This is an optimization exercise on Yosys and OpenROAD, whose aim is small area, a short achievable clock period and few clock cycles, not a production implementation. The RTL was checked by simulation tests, not by an equivalence proof against the original design.

==> flow/design.v <==
module nfb_blit (
    input  wire        clk,
    input  wire        rst,           
    input  wire        start,         
    input  wire [15:0] start_len,     
    input  wire [1:0]  start_phase,   
    input  wire [3:0]  p_hue,         
    input  wire [9:0]  p_sat,         
    input  wire [9:0]  p_con,         
    input  wire [7:0]  p_bri,         
    input  wire [8:0]  p_sharp,       
    input  wire [8:0]  p_bleed,       
    input  wire        in_valid,
    input  wire [15:0] in_pix,
    output wire        in_ready,
    output reg         out_valid,
    output reg  [15:0] out_pix,
    output reg         done,
    output reg  [1:0]  phase_out,
    output reg         busy
);
    function signed [9:0] cos12(input [3:0] k);
        case (k)
            4'd0:  cos12 =  10'sd256;
            4'd1:  cos12 =  10'sd222;
            4'd2:  cos12 =  10'sd128;
            4'd3:  cos12 =  10'sd0;
            4'd4:  cos12 = -10'sd128;
            4'd5:  cos12 = -10'sd222;
            4'd6:  cos12 = -10'sd256;
            4'd7:  cos12 = -10'sd222;
            4'd8:  cos12 = -10'sd128;
            4'd9:  cos12 =  10'sd0;
            4'd10: cos12 =  10'sd128;
            default: cos12 = 10'sd222;
        endcase
    endfunction
    function signed [9:0] sin12(input [3:0] k);
        case (k)
            4'd0:  sin12 =  10'sd0;
            4'd1:  sin12 =  10'sd128;
            4'd2:  sin12 =  10'sd222;
            4'd3:  sin12 =  10'sd256;
            4'd4:  sin12 =  10'sd222;
            4'd5:  sin12 =  10'sd128;
            4'd6:  sin12 =  10'sd0;
            4'd7:  sin12 = -10'sd128;
            4'd8:  sin12 = -10'sd222;
            4'd9:  sin12 = -10'sd256;
            4'd10: sin12 = -10'sd222;
            default: sin12 = -10'sd128;
        endcase
    endfunction
    function [4:0] blury(input integer t);
        case (t) 0: blury = 1; 1: blury = 4; 2: blury = 6; 3: blury = 4; default: blury = 1; endcase
    endfunction
    function [4:0] delta(input integer t);
        case (t) 2: delta = 16; default: delta = 0; endcase
    endfunction
    function [4:0] narrowc(input integer t);
        case (t) 1: narrowc = 4; 2: narrowc = 8; 3: narrowc = 4; default: narrowc = 0; endcase
    endfunction
    function [4:0] blurc(input integer t);
        case (t) 0: blurc = 2; 4: blurc = 2; default: blurc = 4; endcase
    endfunction
    reg [15:0] len;
    reg [15:0] in_cnt;       
    reg [16:0] step_cnt;     
    reg [1:0]  lph;          
    reg [3:0]         hue_r;
    reg [9:0]         sat_r;
    reg [9:0]         con_r;
    reg signed [7:0]  bri_r;
    reg [13:0]        ly [0:4];    
    reg [13:0]        lc [0:4];    
    assign in_ready = busy && (in_cnt != len);
    wire   accept   = in_valid && in_ready;
    wire [4:0] r5 = in_pix[15:11];
    wire [5:0] g6 = in_pix[10:5];
    wire [4:0] b5 = in_pix[4:0];
    wire signed [9:0] r8 = {2'b00, r5, 3'b000} + {7'b0, r5[4:2]};
    wire signed [9:0] g8 = {2'b00, g6, 2'b00} + {8'b0, g6[5:4]};
    wire signed [9:0] b8 = {2'b00, b5, 3'b000} + {7'b0, b5[4:2]};
    wire signed [17:0] y0 =  77 * r8 + 150 * g8 +  29 * b8;
    wire signed [17:0] i0 = 153 * r8 -  70 * g8 -  83 * b8;
    wire signed [17:0] q0 =  54 * r8 - 134 * g8 +  80 * b8;
    wire signed [9:0]  hc = cos12(hue_r);
    wire signed [9:0]  hs = sin12(hue_r);
    wire signed [10:0] sat_s = {1'b0, sat_r};
    wire signed [10:0] con_s = {1'b0, con_r};
    wire signed [28:0] iq_i = i0 * hc - q0 * hs;
    wire signed [28:0] iq_q = i0 * hs + q0 * hc;
    wire signed [39:0] i1_full = sat_s * iq_i;
    wire signed [39:0] q1_full = sat_s * iq_q;
    wire signed [29:0] y0_con  = con_s * y0;
    wire signed [19:0] y1 = (y0_con >>> 8) + (bri_r <<< 8);
    wire signed [19:0] i1 = i1_full >>> 16;
    wire signed [19:0] q1 = q1_full >>> 16;
    reg               d_valid;
    reg signed [19:0] d_y1, d_i1, d_q1;
    reg [1:0]         d_ph;
    reg signed [31:0] carrier;
    always @(*) begin
        case (d_ph)
            2'd0:    carrier = 256 * d_i1;
            2'd1:    carrier = -128 * d_i1 + 222 * d_q1;
            default: carrier = -128 * d_i1 - 222 * d_q1;
        endcase
    end
    reg signed [31:0] ky [0:4];
    reg signed [31:0] ki [0:4];
    reg signed [31:0] kq [0:4];
    integer t;
    always @(*) begin
        for (t = 0; t < 5; t = t + 1) begin
            ky[t] = $signed({18'b0, ly[t]}) * d_y1;
            ki[t] = $signed({18'b0, lc[t]}) * d_i1;
            kq[t] = $signed({18'b0, lc[t]}) * d_q1;
        end
        ky[1] = ky[1] + 2 * carrier;
        ky[4] = ky[4] - 2 * carrier;
    end
    reg signed [31:0] way [0:3];
    reg signed [31:0] wai [0:3];
    reg signed [31:0] waq [0:3];
    wire pix_step   = d_valid;
    wire flush_step = busy && !d_valid && (step_cnt >= {1'b0, len}) &&
                      (step_cnt < {1'b0, len} + 17'd2);
    wire step       = pix_step || flush_step;
    wire emit       = step && (step_cnt >= 17'd2);
    reg               r_valid;
    reg signed [31:0] r_ay, r_ai, r_aq;
    wire signed [19:0] fy = (r_ay + 32'sd2048) >>> 12;
    wire signed [19:0] fi = (r_ai + 32'sd2048) >>> 12;
    wire signed [19:0] fq = (r_aq + 32'sd2048) >>> 12;
    wire signed [31:0] fr = 256 * fy + 245 * fi + 159 * fq;
    wire signed [31:0] fg = 256 * fy -  70 * fi - 166 * fq;
    wire signed [31:0] fb = 256 * fy - 283 * fi + 436 * fq;
    wire signed [31:0] cr = (fr + 32'sd32768) >>> 16;
    wire signed [31:0] cg = (fg + 32'sd32768) >>> 16;
    wire signed [31:0] cb = (fb + 32'sd32768) >>> 16;
    function [7:0] clamp8(input signed [31:0] v);
        if (v < 0)
            clamp8 = 8'd0;
        else if (v > 255)
            clamp8 = 8'd255;
        else
            clamp8 = v[7:0];
    endfunction
    wire [7:0] ch_r = clamp8(cr);
    wire [7:0] ch_g = clamp8(cg);
    wire [7:0] ch_b = clamp8(cb);
    wire [15:0] final_pix = {ch_r[7:3], ch_g[7:2], ch_b[7:3]};
    integer j;
    always @(posedge clk) begin
        if (rst) begin
            busy      <= 1'b0;
            done      <= 1'b0;
            d_valid   <= 1'b0;
            r_valid   <= 1'b0;
            out_valid <= 1'b0;
        end else begin
            done <= 1'b0;
            if (start && !busy) begin
                busy     <= 1'b1;
                len      <= start_len;
                in_cnt   <= 16'd0;
                step_cnt <= 17'd0;
                lph      <= start_phase;
                hue_r    <= p_hue;
                sat_r    <= p_sat;
                con_r    <= p_con;
                bri_r    <= p_bri;
                for (j = 0; j < 5; j = j + 1) begin
                    ly[j] <= (14'd256 - p_sharp) * blury(j) + p_sharp * delta(j);
                    lc[j] <= (14'd256 - p_bleed) * narrowc(j) + p_bleed * blurc(j);
                end
                for (j = 0; j < 4; j = j + 1) begin
                    way[j] <= 32'sd0;
                    wai[j] <= 32'sd0;
                    waq[j] <= 32'sd0;
                end
            end
            d_valid <= accept;
            if (accept) begin
                in_cnt <= in_cnt + 16'd1;
                d_y1   <= y1;
                d_i1   <= i1;
                d_q1   <= q1;
                d_ph   <= lph;
                lph    <= (lph == 2'd2) ? 2'd0 : lph + 2'd1;
            end
            r_valid <= emit;
            if (step) begin
                step_cnt <= step_cnt + 17'd1;
                if (pix_step) begin
                    r_ay <= way[0] + ky[0];
                    r_ai <= wai[0] + ki[0];
                    r_aq <= waq[0] + kq[0];
                    for (j = 0; j < 3; j = j + 1) begin
                        way[j] <= way[j+1] + ky[j+1];
                        wai[j] <= wai[j+1] + ki[j+1];
                        waq[j] <= waq[j+1] + kq[j+1];
                    end
                    way[3] <= ky[4];
                    wai[3] <= ki[4];
                    waq[3] <= kq[4];
                end else begin
                    r_ay <= way[0];
                    r_ai <= wai[0];
                    r_aq <= waq[0];
                    for (j = 0; j < 3; j = j + 1) begin
                        way[j] <= way[j+1];
                        wai[j] <= wai[j+1];
                        waq[j] <= waq[j+1];
                    end
                    way[3] <= 32'sd0;
                    wai[3] <= 32'sd0;
                    waq[3] <= 32'sd0;
                end
            end
            out_valid <= r_valid;
            if (r_valid)
                out_pix <= final_pix;
            if (busy && step_cnt == {1'b0, len} + 17'd2 && !r_valid) begin
                busy      <= 1'b0;
                done      <= 1'b1;
                phase_out <= lph;
            end
        end
    end
endmodule
==> flow/run.sh <==
#!/bin/bash
# synth_recipe.tcl (not shown) runs the flow's synth.tcl, then flattens the netlist and writes it again
# the make line also repeats each setting of config.mk as NAME=value (left out here)
make -C /OpenROAD-flow-scripts/flow DESIGN_CONFIG=/design/flow/config.mk WORK_HOME=/design/flow/orfs CLKGATE_MAP_FILE= SYNTH_SCRIPT=/design/flow/synth_recipe.tcl finish
==> flow/config.mk <==
export PLATFORM = sky130hd
export DESIGN_NAME = nfb_blit
export DESIGN_NICKNAME = nfb_blit
export VERILOG_FILES = /design/flow/design.v
export SDC_FILE = /design/flow/constraint.sdc
export NUM_CORES = 4
export LEC_CHECK = 0
export CAP_MARGIN = 20
export CORE_MARGIN = 2
export CORE_UTILIZATION = 40
export SLEW_MARGIN = 20
==> flow/constraint.sdc <==
create_clock -name core_clock -period 24.0 [get_ports {clk}]
set_input_delay 4.8000 -clock core_clock [delete_from_list [all_inputs] [get_ports {clk}]]
set_output_delay 4.8000 -clock core_clock [all_outputs]
set_load 0.01 [all_outputs]
==> impl_summary.txt <==
----------------------------------------------------
[Global routing]
  Initial antenna violation count ... 19
  Global-route congestion overflow total ... 0
  Global-route total usage across every layer ... 0.207
  Global-route wire length before repair ... around 800000 um
  Largest net degree at the start of global routing ... 150
  Vias in the first global route ... approximately 150k

[Detailed routing]
  Total number of vias ... ~140k
  Drt first-iter violations ... just over 8000
  Antenna viol nets, final ... 0
  Sum of met3 wire segment lengths after detailed routing ... roughly 23000 um
  Length of routed wiring on met1 ... about 230000 um
  Pre-Repair DR Iteration Count ... 6
  Top routing layer in use ... met5
  Average routed wire per standard cell ... 18.5 um
  Routed wire length ... around 500000 um
  Sum of met2 wire segment lengths after detailed routing ... between 200000 and 250000 um
  Remaining design rule violation count ... 0
  Post-DR vias/cell ... between 5 and 6

[STA]
  Hold WS ... 0.526 ns
  Worst relative slew slack ... 0.251
  Period utilisation layout ... 0.943
  Setup Viol. Count Final ... 0
  Number of endpoints with negative hold slack in the final report ... 0
  Final Worst Setup Slack ... around 1.4 ns
  Max frequency ... ~44 MHz
  Setup_tns ... 0 ns
  Final Slew Violations ... 0
  Time the final worst path needs with I/O delays and setup ... ~23 ns
  Unrepaired setup endpoints after global routing ... no
  Worst-Margin Slew ... about 1.1 ns
  Layout Skew ... roughly 0.07 ns

[Logic synthesis]
  Library cells used by synthesis ... 95
  Register bit count reported by yosys ... 668
  Most used DFF post-synth ... edfxtp_1
  Number of flops mapped to enable cells by yosys ... between 600 and 700
  Fraction of the mapped netlist area in simple logic gates ... 0.135
  Cell count after synthesis ... ~21000
  Area leader, netlist ... fa_1
  Area of the mapped netlist ... between 150000 and 200000 um^2
  Proportion of netlist area held by the largest area contributor ... 0.373
  Parity-gate share of the synthesized area counting xor and xnor cells ... 0.0482
  Share of the synthesized area in compound gates (AO/OA/AOI/OAI) ... 0.0773
  Biggest area contributors in the synthesized netlist ... fa_1 (37%), ha_1 (16%), edfxtp_1 (10%)
  Portion of the post-synthesis area used by sequential elements ... 0.102
  Synthesized area per cell ... between 9 and 10 um^2
  Main combinational cell family by area after synthesis ... adder cells
  Area share of fa/ha/maj cells after synthesis ... 0.535
  Multiplexer fraction of the synthesized cell area ... 0.00376
  Count of synthesis-stage warnings from yosys ... 9
  Proportion of register bits with asynchronous set or reset after synthesis ... 0

[Layout]
  Signed area change from the synthesized netlist to the final layout ... 6.20%
  Net count, final ... roughly 27000
  Commonest non-fill, non-tap cells in the layout ... inv_1 (4521), fa_1 (3642), ha_1 (2526), nand2_1 (1822), and2_1 (1614)
  Leading cell type in the layout, fill and taps excluded ... inv_1
  Share of layout cells above drive strength 1 ... 0.0287
  Summed area of non-filler cells in the final layout ... between 200000 and 250000 um^2

[Setup path]
  CP dominant cell by count ... fa_1
  Critical Path Source Type ... input port
  Reg2reg setup slack ... roughly 11 ns
  Highest cell delay on the worst timing path ... 0.65 ns
  Launching point of the worst reg2reg path ... hs[6]$_SDFF_PP0_
  Largest fanout on the critical path ... 10
  Arr. time, crit path ... roughly 23 ns
  Element type at the critical path end ... flop
  Slowest cell on the critical path ... clkdlybuf4s50_1
  Required time at the endpoint of the critical path ... 24.54 ns
  Worst reg-to-reg path cell count ... 39
  Critical path start-end classification ... in -> reg
  Endpoint of the most critical register-to-register path ... d_q1[19]$_DFFE_PP_

[Worst hold path]
  Number of cells on the worst hold path ... 1
  Worst min-delay path class ... reg -> reg
  Startpoint of the tightest hold check path ... waq[2][1]$_SDFFCE_PN0P_
  Hold path endpoint ... waq[1][1]$_SDFFCE_PN0P_

[Clock tree]
  Inserted Clock Buffers ... between 90 and 100
  CTS sink count ... around 670
  Clock-pin slew of the registers on the worst-case setup and hold paths ... 0.07 ns
  CTS root buffer ... clkbuf_16
  Clock tree from TritonCTS ... built
  Number of buffers inserted to repair setup after CTS ... 0
  Post-CTS Hold Fix Bufs ... 0
  Maximum clock path buffer count ... 4
  Level count of the clock H-tree ... 3
  Total of cells resized after clock tree synthesis ... 0
  Clk Latency, worst-skew pair ... ~0.85 ns

[Run]
  Max-cap violations ... 0

[Floorplan]
  Height of the chip ... around 700 um
  Die area ... between 400000 and 500000 um^2
  Std cell rows ... 256
  Horizontal extent of the die ... around 700 um
  Area of the core ... between 400000 and 500000 um^2
  Starting density of the core ... 0.402
  Total I/O pin count ... 110

[Place]
  Routability congestion estimate from global placement ... approximately 0.88
  Placed instance area ... about 200000 um^2
  Worst Setup Slack post-DPL ... between 0.5 and 0.6 ns
  Sum of net half-perimeters after detailed placement ... 410000 um
  Count of port buffers added during placement ... approximately 110

[Outcome]
  Status ... timing/DRC/antenna clean

----------------------------------------------------
## layer usage
layer	GRT usage	up-vias
met5	0	-
met4	0.0496	4
met3	0.0189	562
met2	0.352	2867
met1	0.284	70361
li1	-	64489
## critical path, delay by kind of cell
family / cells / cell delay (ns)
fa+ha+maj: 24 / 10.49
buf+inv: 13 / 1.52
xor+xnor: 5 / 1.55
compound gates: 19 / 4.17
simple gates: 3 / 0.62
## final cells by class
class | count | area (um^2)
repair buffers | 390 | 3250
clock inverters | 56 | 629
clock buffers | 114 | 2470
flip-flops and latches | 668 | 19900
well taps | 6450 | 8070
multi-input cells | 14925 | 156000
fillers | 47633 | 279000
inverters | 4524 | 17000
diodes | 12 | 30.0
## how the worst max path moves through the flow
stage          cells after the start      start  slack, ns                  to
2_1_floorplan                     61  in_pix[0]       2.77  d_q1[19]$_DFFE_PP_
3_3_place_gp                      64  in_pix[4]       0.86  d_q1[19]$_DFFE_PP_
3_5_place_dp                      64  in_pix[4]       0.60  d_i1[19]$_DFFE_PP_
4_1_cts                           64  in_pix[4]       1.43  d_i1[19]$_DFFE_PP_
5_1_grt                           65  in_pix[4]       0.33  d_i1[19]$_DFFE_PP_
6_report                          64  in_pix[4]       1.38  d_i1[19]$_DFFE_PP_
## sequential cells by signal, summed over array words and instances (netlist names), 4 cells and up
name,cells
in_cnt,16
d_y1,20
wai,123
ly,22
hue_r,4
r_ai,21
d_q1,20
con_r,10
waq,123
r_ay,21
step_cnt,17
d_i1,20
bri_r,8
hs,6
r_aq,21
lc,29
sat_r,10
way,128
len,16
hc,6
out_pix,16
## through the flow
stage | std cells | utilization
floorplan | 20765 | -
global placement | 26956 | 0.420
detailed placement | 26956 | 0.420
CTS | 27126 | 0.427
global route | 27128 | 0.427
finish | 27139 | 0.427
## Yosys cell counts (all sizes together), types with 23 or more instances
library cell and n:
o21ai 604, nand2b 157, inv 4523, nor3 208, o21bai 121, mux2 44, a211o 24, xnor2 728
fa 3642, nor2 641, a21oi 619, o31ai 50, a311oi 23, edfxtp 651, o21a 156, a2111oi 26
nand3 229, nor4 29, a21o 250, buf 24, nor2b 184, and3 105, ha 2526, a31o 29
or3 73, o22ai 36, and2 1616, clkbuf 624, o2111ai 23, a211oi 66, or2 55, a21boi 41
xor2 328, a31oi 67, o211ai 42, nand4 59, nand2 1822, mux2i 24
## kinds of logic (layout without fill, tap and decap cells)
family | after synthesis | in the layout
adder cells (fa/ha/maj) | 6168 | 6168
AND/OR/NAND/NOR | 5257 | 5257
buffers and inverters | 5172 | 5084
AO/OA/AOI/OAI | 2366 | 2366
XOR/XNOR | 1063 | 1063
flip-flops | 668 | 668
multiplexers | 68 | 68
other | 1 | 15
Testbench counts, summed over its fixed seeds: cycles 18,632.

[afterwards: timing with drivers on the ports]
The flow's constraints put no driver on any port. The routed layout listed below was extracted and timed again, unchanged, in two steps.
Step 1, drivers: a clkbuf_16 drives clk and a buf_2 each remaining input, both assumed.
Step 2 adds t to the input delays and takes it off the output delays; t is the mean of the earliest and latest rising clock arrival at the registers after step 1. Input paths then give back, and output paths get back, about the clock's delay inside the block.
Three values: no drivers, after step 1, after step 2; two values: the first two.
t, ns: 0.929
setup WS [ns]: 1.377 / 1.458 / 0.529
worst data-port slew with drivers (ns): 0.11
After both steps setup and hold are still met in this run. The setup slack of this run moves by +0.081 ns with the drivers and by -0.848 ns with both steps.
